Context: an optimization exercise on an open-source flow, tuned for small area and few clock cycles. The choices shown serve that exercise and are no tape-out recipe.
Only simulation tests tie the RTL to the original design; equivalence was not proved.
Power is estimated from default activity; no workload was simulated. The clock port is modelled as an ideal driver; clocking choices that lean on that would not hold on a real chip.

Design opc2ser, start of the top module:
module opc2ser #(
    parameter RXBUF_SIZE = 128
) (
    input  wire        clk,
    input  wire        rst,
    input  wire [1:0]  cfg_protocol,
    input  wire [7:0]  cfg_channel,
    input  wire [15:0] cfg_hs_timeout_ms,
    input  wire        dg_valid,
    output wire        dg_ready,
    input  wire [7:0]  dg_data,
    input  wire        dg_last,
    input  wire        dg_keep,
    output wire        tx_valid,
    input  wire        tx_ready,
    output reg  [7:0]  tx_data,
    output wire        tx_last,
    input  wire        srx_valid,
    input  wire [7:0]  srx_data,
    input  wire        tick_ms,
    output wire [1:0]  hs_state,
    output wire [2:0]  hs_cause,
    output wire        session_abort,
    output wire        busy,
    output wire [3:0]  err_code,
    output wire        warn3,
    output reg         evt_accept,
    output reg         evt_drop,
    output wire        evt_warn,
    output reg         evt_sent
);
For scale: ~2,100 cells after synthesis, ~1,100 flip-flops, roughly 77 I/O pins.
export LEC_CHECK = 0
export CAP_MARGIN = 20
export CORE_MARGIN = 2
export CORE_UTILIZATION = 55
export PLACE_DENSITY = 0.85
export SLEW_MARGIN = 20
create_clock -name core_clock -period 12.0 [get_ports {clk}]
standard.sh (not shown) runs the stock make flow with config.mk's settings and CLKGATE_MAP_FILE= SYNTH_SCRIPT=/design/flow/synth_recipe.tcl, a recipe that flattens the netlist after the stock synthesis.
==> flow/flow/run.sh <==
#!/bin/bash
# The standard layout (standard.sh) with these changes, all made through
# ORFS's own variables:
#  - synthesis maps logic with an area-oriented ABC script (flow/abc_map.script
#    in place of ORFS's abc_speed.script); the Yosys steps, and so the
#    registers, are those of the standard synthesis;
#  - ports are buffered with buf_1;
#  - clock tree synthesis uses larger sink clusters and no dummy loads.
# make's output goes to make_synth.log and make_finish.log here; each tool's
# own log is in orfs/logs/.
set -euo pipefail
here=$(pwd)
rm -rf "$here/scripts_area"
cp -r "$FLOW_HOME/scripts" "$here/scripts_area"
cp "$here/flow/abc_map.script" "$here/scripts_area/abc_speed.script"
sed "s#CLKGATE_MAP_FILE= #CLKGATE_MAP_FILE= SCRIPTS_DIR=$here/scripts_area #" standard.sh > synth_area.sh
export BUFFER_PORTS_ARGS="-buffer_cell sky130_fd_sc_hd__buf_1"
export CTS_ARGS="-sink_clustering_enable -repair_clock_nets -sink_clustering_size 36 -sink_clustering_max_diameter 80 -dont_use_dummy_load"
bash synth_area.sh synth > make_synth.log 2>&1
bash standard.sh finish > make_finish.log 2>&1
==> flow/flow/abc_map.script <==
&get -n
&st
&syn2
&dch
&nf -R 1000
&put
The starting point completed without violations.
Testbench counts at the start, summed over its fixed seeds: cycles 102,288.
Change:
--- a/flow/config.mk
+++ b/flow/config.mk
@@ -11 +11,3 @@
-export PLACE_DENSITY = 0.85
+export GPL_ROUTABILITY_DRIVEN = 0
+export GPL_TIMING_DRIVEN = 0
+export PLACE_DENSITY = 0.7
Total power fell by 1.2%.
Wire length decreases by 10%.
Count of clock-buffer cells in the layout goes down by 3.


== JK ==
Another version of the RTL of opc2ser (not shown whole).
Size: roughly 2,200 cells after synthesis, roughly 77 I/O pins.
Settings: LEC_CHECK=0, CAP_MARGIN=5, CORE_MARGIN=2, CORE_UTILIZATION=55, PLACE_DENSITY=0.7, SLEW_MARGIN=5; clock period 12.0 ns.
==> flow/flow/run.sh <==
#!/bin/bash
# The standard layout (standard.sh) with these changes, all made through
# ORFS's own variables:
#  - synthesis maps logic with an area-oriented ABC script (flow/abc_map.script
#    in place of ORFS's abc_speed.script); the Yosys steps, and so the
#    registers, are those of the standard synthesis;
#  - ports are buffered with buf_1;
#  - clock tree synthesis uses larger sink clusters and no dummy loads.
# make's output goes to make_synth.log and make_finish.log here; each tool's
# own log is in orfs/logs/.
set -euo pipefail
here=$(pwd)
rm -rf "$here/scripts_area"
cp -r "$FLOW_HOME/scripts" "$here/scripts_area"
cp "$here/flow/abc_map.script" "$here/scripts_area/abc_speed.script"
sed "s#CLKGATE_MAP_FILE= #CLKGATE_MAP_FILE= SCRIPTS_DIR=$here/scripts_area #" standard.sh > synth_area.sh
export BUFFER_PORTS_ARGS="-buffer_cell sky130_fd_sc_hd__buf_1"
export CTS_ARGS="-sink_clustering_enable -repair_clock_nets -sink_clustering_size 30 -sink_clustering_max_diameter 80 -dont_use_dummy_load"
bash synth_area.sh synth > make_synth.log 2>&1
bash standard.sh finish > make_finish.log 2>&1
==> flow/flow/abc_map.script <==
&get -n
&st
&dch
&nf -R 1000
&put
Testbench counts of JK, summed over its fixed seeds: cycles 102,288.
Setup changes, JK to MS
# JK
export LEC_CHECK = 0
export CAP_MARGIN = 5
export CORE_MARGIN = 2
export CORE_UTILIZATION = 55
export PLACE_DENSITY = 0.7
export SLEW_MARGIN = 5
create_clock -name core_clock -period 12.0 [get_ports {clk}]
# MS
export LEC_CHECK = 0
export CAP_MARGIN = 5
export CORE_MARGIN = 2
export CORE_UTILIZATION = 62
export PLACE_DENSITY = 0.78
export SLEW_MARGIN = 5
create_clock -name core_clock -period 12.0 [get_ports {clk}]
Findings:
The share of power burned in combinational logic of JK and that of MS are within noise of each other. MS falls short of JK in first-iteration DRC count. Looking at clock-cell share of area, MS sits 0.16 points above JK. Comparing the two runs side by side, MS comes out behind JK on global-route wire length before repair. Relative to JK, worst setup slack has gone up in MS. Going from JK to MS, the net switching power was found to have gone up by about 0.9%. Looking at die width across JK and MS, the one that comes out lower is MS.
What AL does differently from MS at the input level:
# MS
export LEC_CHECK = 0
export CAP_MARGIN = 5
export CORE_MARGIN = 2
export CORE_UTILIZATION = 62
export PLACE_DENSITY = 0.78
export SLEW_MARGIN = 5
create_clock -name core_clock -period 12.0 [get_ports {clk}]
# AL
export LEC_CHECK = 0
export CAP_MARGIN = 20
export CORE_MARGIN = 2
export CORE_UTILIZATION = 55
export PLACE_DENSITY = 0.7
export SLEW_MARGIN = 20
create_clock -name core_clock -period 12.0 [get_ports {clk}]
--- a/flow/flow/run.sh
+++ b/flow/flow/run.sh
@@ -18 +18 @@
-export CTS_ARGS="-sink_clustering_enable -repair_clock_nets -sink_clustering_size 30 -sink_clustering_max_diameter 80 -dont_use_dummy_load"
+export CTS_ARGS="-sink_clustering_enable -repair_clock_nets -sink_clustering_size 36 -sink_clustering_max_diameter 80 -dont_use_dummy_load"
Results
- AL finished end to end and its layout was clean on timing, DRC and antenna.
- | final critical-path required period | higher: AL |
- As of AL, number of cells in the design after placement had risen by a few percent compared to MS.
- Switching power summed over all nets ends up higher on MS.
- MS -> AL: sum of internal, switching and leakage power decreased slightly
- AL: final core utilization lower than MS
- Looking at global routing met3 resource utilization, AL sits 1.7 points lower than MS does.
- Setup slack: AL less than MS
- Sort AL and MS by die outline width, ascending, and MS comes first.
- Between AL and MS, it is AL whose total global-route track usage is lower, by 2.9 points.
Relative to AL, the following input files were edited for TR:
--- a/flow/flow/run.sh
+++ b/flow/flow/run.sh
@@ -18 +18 @@
-export CTS_ARGS="-sink_clustering_enable -repair_clock_nets -sink_clustering_size 36 -sink_clustering_max_diameter 80 -dont_use_dummy_load"
+export CTS_ARGS="-sink_clustering_enable -repair_clock_nets -sink_clustering_size 30 -sink_clustering_max_diameter 80 -dont_use_dummy_load"
--- outcome ---
On combinational share of power, TR and AL are basically level. TR vs AL — total met3 wirelength after detailed routing climbed by a little under 10%. Changes observed in TR relative to AL: clock tree buffer count of the final layout went up, endpoint arrival time on the critical path did not really move, total wire length after detailed routing went up.


== nickel ==
Another version of the RTL of opc2ser (not shown whole).
Size: roughly 1,100 flip-flops, about 37,000 um^2 of cells after synthesis.
Settings: LEC_CHECK=0, CAP_MARGIN=20, CORE_MARGIN=2, CORE_UTILIZATION=55, CTS_BUF_LIST=sky130_fd_sc_hd__clkbuf_4, PLACE_DENSITY=0.7, SLEW_MARGIN=20; clock period 12.0 ns.
run.sh (not shown) runs the stock make flow with config.mk's settings and CLKGATE_MAP_FILE= SYNTH_SCRIPT=/design/flow/synth_recipe.tcl, a recipe that flattens the netlist after the stock synthesis.
Stock flow here: none of the scripts above is used.
Testbench counts of nickel, summed over its fixed seeds: cycles 102,288.
For onyx, these inputs were changed with respect to nickel:
- CORE_UTILIZATION: 55 -> 40
- PLACE_DENSITY: 0.7 -> 0.6
- CTS_BUF_LIST: sky130_fd_sc_hd__clkbuf_4 -> unset
[summary]
Of the two candidates, nickel has the better setup slack and onyx the worse one. Diff onyx and nickel: final core utilization higher in nickel. | first-pass iteration count of the detailed router | onyx vs nickel | 3 lower |. Diff nickel -> onyx | count of plain and timing-repair buffers | down slightly. On portion of total power attributed to combinational logic, onyx and nickel are basically level. The run showing the smaller total routed wirelength is onyx. Delta(worst slew slack as a fraction of its limit, onyx - nickel) > 0. On antenna diode instance count: between onyx and nickel, it ends up higher for nickel. Between onyx and nickel, the difference in register-to-register path setup slack is negligible. The run showing the greater overall power of the completed layout is onyx. Cell count: onyx higher than nickel.


Another version of the RTL of opc2ser (not shown whole).
Size: roughly 1100 flip-flops.
make LEC_CHECK=0 CAP_MARGIN=20 CORE_MARGIN=2 CORE_UTILIZATION=55 CTS_CLUSTER_DIAMETER=80 CTS_CLUSTER_SIZE=30 PLACE_DENSITY=0.7 SLEW_MARGIN=20 finish   # period 12.0 ns
Testbench counts at the start, summed over its fixed seeds: cycles 102,288.
Next try:
CTS_CLUSTER_DIAMETER = 55   (was 80)
CTS_CLUSTER_SIZE = 36   (was 30)
What happened: Register-to-register slack loses 0.02 ns; synthesized cell count is unchanged; routed wire length came out higher by about 2.3%; design area came out higher by 2.8%; hold slack loses 0.030 ns; setup slack loses 0.018 ns; non-clock buffer count is unchanged; fmax is about the same; total power came out higher by 12%.
Next try:
==> flow/flow/run.sh (new file) <==
#!/bin/bash
# The standard layout (standard.sh) with these changes, all made through
# ORFS's own variables:
#  - synthesis maps logic with an area-oriented ABC script (flow/abc_map.script
#    in place of ORFS's abc_speed.script); the Yosys steps, and so the
#    registers, are those of the standard synthesis;
#  - ports are buffered with buf_1;
#  - clock tree synthesis uses larger sink clusters and no dummy loads.
# make's output goes to make_synth.log and make_finish.log here; each tool's
# own log is in orfs/logs/.
set -euo pipefail
here=$(pwd)
rm -rf "$here/scripts_area"
cp -r "$FLOW_HOME/scripts" "$here/scripts_area"
cp "$here/flow/abc_map.script" "$here/scripts_area/abc_speed.script"
sed "s#CLKGATE_MAP_FILE= #CLKGATE_MAP_FILE= SCRIPTS_DIR=$here/scripts_area #" standard.sh > synth_area.sh
export BUFFER_PORTS_ARGS="-buffer_cell sky130_fd_sc_hd__buf_1"
export CTS_ARGS="-sink_clustering_enable -repair_clock_nets -sink_clustering_size 30 -sink_clustering_max_diameter 80 -dont_use_dummy_load"
bash synth_area.sh synth > make_synth.log 2>&1
bash standard.sh finish > make_finish.log 2>&1
==> flow/flow/abc_map.script (new file) <==
&get -n
&st
&dch
&nf -R 1000
&put
==> flow/standard.sh (new file) <==
#!/bin/bash
# synth_recipe.tcl (not shown) runs the flow's synth.tcl, then flattens the netlist and writes it again
# the make line also repeats each setting of config.mk as NAME=value (left out here)
make -C /OpenROAD-flow-scripts/flow DESIGN_CONFIG=/design/flow/config.mk WORK_HOME=/design/flow/orfs CLKGATE_MAP_FILE= SYNTH_SCRIPT=/design/flow/synth_recipe.tcl "${@:-finish}"
CTS_CLUSTER_DIAMETER = unset   (was 55)
CTS_CLUSTER_SIZE = unset   (was 36)
removed: flow/run.sh
Sequential power is about the same. Flip-flop and latch count does not change. Via count drops by about 1.5%. Total power is lower by 14%. Final cell count is lower by about 4%. Wire length climbs by about 2.3%. Core utilization went down by 2.4 points. Die area falls by about 1.7%. Sequential share of layout area goes up by 4.7 points.

## re-timing with driven ports
The flow's constraints put no driver on any port. The routed layouts listed below were extracted and timed again, unchanged, in two steps.
Step 1, drivers: a clkbuf_16 drives clk and a buf_2 each remaining input, both assumed.
Step 2 also shifts input and output timing later by t, the mid clock arrival at the registers, as if the neighbouring blocks saw the same clock.
Three values: ideal ports, drivers, drivers and shift; two values: the first two.
run | shift t [ns] | slack for setup (ns) | clock arrival spread, ns | worst slew at a driven data input, ns
the first run of note 1 | 0.638 | 1.348 / 1.376 / 0.738 | 0.104 / 0.104 | 0.07
the second run of note 1 | 0.628 | 1.040 / 1.064 / 0.436 | 0.084 / 0.084 | 0.05
JK | 0.643 | 1.863 / 1.894 / 1.251 | 0.076 / 0.076 | 0.06
MS | 0.643 | 1.923 / 1.952 / 1.308 | 0.109 / 0.109 | 0.04
AL | 0.635 | 1.802 / 1.838 / 1.202 | 0.089 / 0.089 | 0.06
TR | 0.647 | 1.829 / 1.864 / 1.218 | 0.080 / 0.079 | 0.06
nickel | 1.103 | 3.802 / 3.802 / 3.802 | 0.094 / 0.095 | 0.05
onyx | 0.714 | 3.793 / 3.793 / 3.793 | 0.032 / 0.031 | 0.04
the first run of note 4 | 0.655 | 1.049 / 1.049 / 1.049 | 0.021 / 0.022 | 0.05
the second run of note 4 | 0.678 | 1.031 / 1.031 / 1.031 | 0.075 / 0.075 | 0.05
the third run of note 4 | 0.637 | 0.554 / 0.554 / 0.554 | 0.075 / 0.074 | 0.06
After both steps every run listed still meets setup and hold. The setup slack of MS, which loses most, moves by +0.029 ns with the drivers and by -0.615 ns with both steps.
